From an optimization exercise on the open Yosys and OpenROAD flow, aimed at small area; shortcuts taken in it are not production practice. At most, simulation tests tie the RTL to the original design; equivalence was not proved. No activity file was given, so power comes from the tool's default toggle rates.

run a:
## ppsb_engine
module ppsb_engine (
    input  wire        clk,
    input  wire        rst,           
    input  wire        start,         
    input  wire [7:0]  op,            
    input  wire [31:0] opa,
    input  wire [31:0] opb,
    input  wire [31:0] clk_pwm,       
    input  wire [1:0]  pwm_corr,      
    input  wire        pwm_odd,       
    output wire        busy,
    output wire        done,          
    output wire [1:0]  err_code,      
    output wire [31:0] res0,
    output wire [31:0] res1,
    output reg  [1:0]  psc,           
    output reg  [4:0]  scalar,        
    output wire [10:0] bound,         
    output wire [10:0] duty,
    output wire [31:0] ratio,
    output wire [31:0] resid,
    output reg         fallback
);
==> flow/config.mk <==
export PLATFORM = sky130hd
export DESIGN_NAME = ppsb_engine
export DESIGN_NICKNAME = ppsb_engine
export VERILOG_FILES = /design/flow/design.v
export SDC_FILE = /design/flow/constraint.sdc
export NUM_CORES = 4
export LEC_CHECK = 0
export ABC_AREA = 1
export CAP_MARGIN = 20
export CORE_MARGIN = 2
export CORE_UTILIZATION = 60
export PLACE_DENSITY = 0.75
export SLEW_MARGIN = 20
==> flow/constraint.sdc <==
create_clock -name core_clock -period 6.0 [get_ports {clk}]
set_input_delay 1.2000 -clock core_clock [delete_from_list [all_inputs] [get_ports {clk}]]
set_output_delay 1.2000 -clock core_clock [all_outputs]
set_load 0.01 [all_outputs]
standard.sh (not shown) runs the stock make flow with config.mk's settings and CLKGATE_MAP_FILE= SYNTH_SCRIPT=/design/flow/synth_recipe.tcl, a recipe that flattens the netlist after the stock synthesis.
==> flow/flow/run.sh <==
#!/bin/bash
# Layout flow: the standard synthesis; then the combinational logic of
# that netlist is re-mapped for area with ABC (flow/reopt.sh), keeping every
# flip-flop instance as synthesized; then the standard layout, with the
# smallest buffer cell on each port and a clock tree without dummy loads.
# Each tool's full output goes to a log file of its own in this folder.
set -euo pipefail
export BUFFER_PORTS_ARGS="-buffer_cell sky130_fd_sc_hd__buf_1"
export CTS_ARGS="-sink_clustering_enable -repair_clock_nets -sink_clustering_size 30 -sink_clustering_max_diameter 80 -buf_list sky130_fd_sc_hd__clkbuf_16 -root_buf sky130_fd_sc_hd__clkbuf_8 -tree_buf sky130_fd_sc_hd__clkbuf_8 -dont_use_dummy_load"

bash standard.sh synth > synth.log 2>&1

RES=$(pwd)/orfs/results/${FLOW_PLATFORM}/ppsb_engine/base
LIB=$FLOW_HOME/platforms/${FLOW_PLATFORM}/lib/sky130_fd_sc_hd__tt_025C_1v80.lib
DU=$(sed -n '/^export DONT_USE_CELLS/,/^#/p' $FLOW_HOME/platforms/${FLOW_PLATFORM}/config.mk | grep -o 'sky130_fd_sc_hd__[a-z0-9_]*' | tr '\n' ' ')
cp $RES/1_2_yosys.v $RES/1_2_yosys_std.v
bash flow/reopt.sh $RES/1_2_yosys_std.v $RES/1_2_yosys.v $LIB "$DU" $(pwd)/reopt
rm -f $RES/1_synth.odb $RES/1_synth.sdc

bash standard.sh > standard.log 2>&1
==> flow/flow/reopt.sh <==
#!/bin/bash
# Re-map the combinational logic of a mapped netlist for area with ABC,
# keeping every flip-flop instance (name, cell type, connections) as is.
# usage: reopt.sh IN.v OUT.v LIB DONT_USE_LIST WORKDIR
set -euo pipefail
IN=$1; OUT=$2; LIB=$3; DU=$4; W=$5
mkdir -p $W
cat > $W/area.abc <<'E'
strash
&get -n
&st
&deepsyn -T 60
&dch
&nf -a
&st
&deepsyn -T 60
&dch
&nf -a
&put
E
DUARGS=""
for c in $DU; do DUARGS="$DUARGS -dont_use $c"; done
cat > $W/reopt.ys <<E
read_liberty -ignore_miss_func $LIB
read_verilog $IN
hierarchy -top ppsb_engine
blackbox sky130_fd_sc_hd__df* sky130_fd_sc_hd__edf* sky130_fd_sc_hd__sdf* sky130_fd_sc_hd__sedf* sky130_fd_sc_hd__dl*
flatten
opt_clean -purge
abc -liberty $LIB $DUARGS -script $W/area.abc
read_liberty -lib -ignore_redef $LIB
splitnets
opt_clean -purge
hilomap -singleton -hicell sky130_fd_sc_hd__conb_1 HI -locell sky130_fd_sc_hd__conb_1 LO
insbuf -buf sky130_fd_sc_hd__buf_4 A X
opt_clean -purge
tee -o $W/reopt_stat.txt stat -liberty $LIB
check -assert -mapped
write_verilog -noattr -nohex -nodec $OUT
E
yosys -s $W/reopt.ys > $W/reopt.log 2>&1
The inputs of run b differ from those of run a as listed below.
--- a/flow/flow/run.sh
+++ b/flow/flow/run.sh
@@ -9 +9 @@
-export CTS_ARGS="-sink_clustering_enable -repair_clock_nets -sink_clustering_size 30 -sink_clustering_max_diameter 80 -buf_list sky130_fd_sc_hd__clkbuf_16 -root_buf sky130_fd_sc_hd__clkbuf_8 -tree_buf sky130_fd_sc_hd__clkbuf_8 -dont_use_dummy_load"
+export CTS_ARGS="-sink_clustering_enable -repair_clock_nets -sink_clustering_size 32 -sink_clustering_max_diameter 80 -buf_list sky130_fd_sc_hd__clkbuf_16 -root_buf sky130_fd_sc_hd__clkbuf_4 -tree_buf sky130_fd_sc_hd__clkbuf_4 -dont_use_dummy_load"
[summary]
- Compared with run a, run b shows count of cells along the worst register-to-register path higher by 1.
- The lower synthesized cell count of run a and run b is in run a.
- In run b relative to run a, number of signal-net inverters in the final layout had gone down by more than a quarter.

========
maple:
ppsb_engine, a different RTL version from the one above (not shown whole).
Size in the first run: ~240 flip-flops, about 270 I/O pins, ~11000 um2 of cells after synthesis.
==> flow/config.mk <==
export PLATFORM = sky130hd
export DESIGN_NAME = ppsb_engine
export DESIGN_NICKNAME = ppsb_engine
export VERILOG_FILES = /design/flow/design.v
export SDC_FILE = /design/flow/constraint.sdc
export NUM_CORES = 4
export LEC_CHECK = 0
export ABC_AREA = 1
export CAP_MARGIN = 20
export CORE_MARGIN = 2
export CORE_UTILIZATION = 60
export CTS_BUF_LIST = sky130_fd_sc_hd__clkbuf_4 sky130_fd_sc_hd__clkbuf_8
export PLACE_DENSITY = 0.75
export SLEW_MARGIN = 20
==> flow/constraint.sdc <==
create_clock -name core_clock -period 6.0 [get_ports {clk}]
set_input_delay 1.2000 -clock core_clock [delete_from_list [all_inputs] [get_ports {clk}]]
set_output_delay 1.2000 -clock core_clock [all_outputs]
set_load 0.01 [all_outputs]
run.sh (not shown) runs the stock make flow with config.mk's settings and CLKGATE_MAP_FILE= SYNTH_SCRIPT=/design/flow/synth_recipe.tcl, a recipe that flattens the netlist after the stock synthesis.
Stock flow here: none of the scripts above is used.
maple: all stages complete, timing, DRC and antenna checks passed
Setup changes, maple to pine
# maple
export LEC_CHECK = 0
export ABC_AREA = 1
export CAP_MARGIN = 20
export CORE_MARGIN = 2
export CORE_UTILIZATION = 60
export CTS_BUF_LIST = sky130_fd_sc_hd__clkbuf_4 sky130_fd_sc_hd__clkbuf_8
export PLACE_DENSITY = 0.75
export SLEW_MARGIN = 20
create_clock -name core_clock -period 6.0 [get_ports {clk}]
# pine
export LEC_CHECK = 0
export ABC_AREA = 1
export CAP_MARGIN = 20
export CORE_MARGIN = 2
export CORE_UTILIZATION = 60
export PLACE_DENSITY = 0.75
export SLEW_MARGIN = 20
create_clock -name core_clock -period 6.0 [get_ports {clk}]
==> flow/flow/run.sh (new file) <==
#!/bin/bash
# Layout flow: the standard flow, with the smallest buffer cell on each
# port and a clock tree without dummy loads. Full output in standard.log.
set -e
export BUFFER_PORTS_ARGS="-buffer_cell sky130_fd_sc_hd__buf_1"
export CTS_ARGS="-sink_clustering_enable -repair_clock_nets -sink_clustering_size 16 -sink_clustering_max_diameter 50 -buf_list sky130_fd_sc_hd__clkbuf_8 -dont_use_dummy_load"
bash standard.sh > standard.log 2>&1
==> flow/standard.sh (new file) <==
#!/bin/bash
# synth_recipe.tcl (not shown) runs the flow's synth.tcl, then flattens the netlist and writes it again
# the make line also repeats each setting of config.mk as NAME=value (left out here)
make -C /OpenROAD-flow-scripts/flow DESIGN_CONFIG=/design/flow/config.mk WORK_HOME=/design/flow/orfs CLKGATE_MAP_FILE= SYNTH_SCRIPT=/design/flow/synth_recipe.tcl "${@:-finish}"
removed: flow/run.sh
Results
Worst slew margin relative to its limit in pine vs maple: up 1.1 points
On largest net degree at the start of global routing, the higher figure sits with pine, not maple.
Diff maple -> pine | transition time of the tightest slew-check pin | decrease of 0.017 ns
Compared pine vs maple, and sequential share of layout area is up in pine.
Routed wire in pine totals less than in maple.
Looking at final standard cell count with taps included and fillers excluded, pine sits 45 lower than maple does.
No functional check of the RTL was part of any run of this note.

========
JK:
ppsb_engine, a different RTL version from the one above (not shown whole).
Size in the first run: ~970 cells after synthesis, roughly 270 I/O pins, roughly 0.0097 mm2 of cells after synthesis.
Settings: LEC_CHECK=0, ABC_AREA=1, CAP_MARGIN=20, CORE_MARGIN=2, CORE_UTILIZATION=60, PLACE_DENSITY=0.75, SLEW_MARGIN=20; clock period 6.0 ns.
standard.sh (not shown) runs the stock make flow with config.mk's settings and CLKGATE_MAP_FILE= SYNTH_SCRIPT=/design/flow/synth_recipe.tcl, a recipe that flattens the netlist after the stock synthesis.
==> flow/flow/run.sh <==
#!/bin/bash
# Layout flow: the standard synthesis; then the combinational logic of
# that netlist is re-mapped for area with ABC (flow/reopt.sh), keeping every
# flip-flop instance as synthesized; then the standard layout, with the
# smallest buffer cell on each port and a clock tree without dummy loads.
# Each tool's full output goes to a log file of its own in this folder.
set -euo pipefail
export BUFFER_PORTS_ARGS="-buffer_cell sky130_fd_sc_hd__buf_1"
export CTS_ARGS="-sink_clustering_enable -repair_clock_nets -sink_clustering_size 30 -sink_clustering_max_diameter 80 -buf_list sky130_fd_sc_hd__clkbuf_16 -dont_use_dummy_load"

bash standard.sh synth > synth.log 2>&1

RES=$(pwd)/orfs/results/${FLOW_PLATFORM}/ppsb_engine/base
LIB=$FLOW_HOME/platforms/${FLOW_PLATFORM}/lib/sky130_fd_sc_hd__tt_025C_1v80.lib
DU=$(sed -n '/^export DONT_USE_CELLS/,/^#/p' $FLOW_HOME/platforms/${FLOW_PLATFORM}/config.mk | grep -o 'sky130_fd_sc_hd__[a-z0-9_]*' | tr '\n' ' ')
cp $RES/1_2_yosys.v $RES/1_2_yosys_std.v
bash flow/reopt.sh $RES/1_2_yosys_std.v $RES/1_2_yosys.v $LIB "$DU" $(pwd)/reopt
rm -f $RES/1_synth.odb $RES/1_synth.sdc

bash standard.sh > standard.log 2>&1
==> flow/flow/reopt.sh <==
#!/bin/bash
# Re-map the combinational logic of a mapped netlist for area with ABC,
# keeping every flip-flop instance (name, cell type, connections) as is.
# usage: reopt.sh IN.v OUT.v LIB DONT_USE_LIST WORKDIR
set -euo pipefail
IN=$1; OUT=$2; LIB=$3; DU=$4; W=$5
mkdir -p $W
cat > $W/area.abc <<'E'
strash
&get -n
&st
&deepsyn -T 60
&dch
&nf -a
&put
E
DUARGS=""
for c in $DU; do DUARGS="$DUARGS -dont_use $c"; done
cat > $W/reopt.ys <<E
read_liberty -ignore_miss_func $LIB
read_verilog $IN
hierarchy -top ppsb_engine
blackbox sky130_fd_sc_hd__df* sky130_fd_sc_hd__edf* sky130_fd_sc_hd__sdf* sky130_fd_sc_hd__sedf* sky130_fd_sc_hd__dl*
flatten
opt_clean -purge
abc -liberty $LIB $DUARGS -script $W/area.abc
read_liberty -lib -ignore_redef $LIB
splitnets
opt_clean -purge
hilomap -singleton -hicell sky130_fd_sc_hd__conb_1 HI -locell sky130_fd_sc_hd__conb_1 LO
insbuf -buf sky130_fd_sc_hd__buf_4 A X
opt_clean -purge
tee -o $W/reopt_stat.txt stat -liberty $LIB
check -assert -mapped
write_verilog -noattr -nohex -nodec $OUT
E
yosys -s $W/reopt.ys > $W/reopt.log 2>&1
Per the final summary, JK finished and its layout is clean on timing, DRC and antenna.
Changes in MS relative to JK:
- swapping 60 for 75 in CORE_UTILIZATION
- swapping 0.75 for 0.85 in PLACE_DENSITY
==> flow/flow/run.sh <==
#!/bin/bash
# Layout flow: the standard flow, with the smallest buffer cell on each
# port and a clock tree without dummy loads. Full output in standard.log.
set -e
export BUFFER_PORTS_ARGS="-buffer_cell sky130_fd_sc_hd__buf_1"
export CTS_ARGS="-sink_clustering_enable -repair_clock_nets -sink_clustering_size 30 -sink_clustering_max_diameter 80 -buf_list sky130_fd_sc_hd__clkbuf_16 -dont_use_dummy_load"
bash standard.sh > standard.log 2>&1
removed: flow/flow/reopt.sh
Results
- The final reports for MS and JK show setup slack of the critical path after layout higher in the former.
- Compare MS and JK | internal cell power lower: MS
- Minimum clock period after layout down 0.30 ns in MS wrt JK
- | floorplan die width | lower: MS |
- Number of signal-net inverters in the final layout is lower on JK
- MS ends up with lower total clock buffers created by CTS than JK does.
- Higher met1 global-route usage was reported by MS, not JK.
- Compared to JK, the router laid down more metal wire for MS.

-- port drivers added, routing unchanged --
Ports are ideal in the flow. The routed layouts listed here were re-timed in OpenROAD.
Step 1 (the two cells are an assumption about what drives the block):
set clk [get_ports {clk}]
set_driving_cell -lib_cell sky130_fd_sc_hd__clkbuf_16 $clk
set_driving_cell -lib_cell sky130_fd_sc_hd__buf_2 [delete_from_list [all_inputs] $clk]
Step 2 also shifts input and output timing later by t, the mid clock arrival at the registers, as if the neighbouring blocks saw the same clock.
a / b / c = no drivers / after step 1 / after step 2; a / b = the first two.
run | t (ns) | setup slack, ns | clock arrival spread, ns
run a | 0.528 | 0.491 / 0.491 / 0.491 | 0.036 / 0.036
run b | 0.639 | 1.102 / 1.102 / 1.102 | 0.059 / 0.059
maple | 0.587 | 0.901 / 0.901 / 0.901 | 0.010 / 0.011
pine | 0.585 | 0.832 / 0.832 / 0.832 | 0.037 / 0.038
JK | 0.509 | 0.733 / 0.733 / 0.733 | 0.044 / 0.044
MS | 0.505 | 1.031 / 1.031 / 1.031 | 0.022 / 0.022
After both steps setup and hold are still met in every run listed.
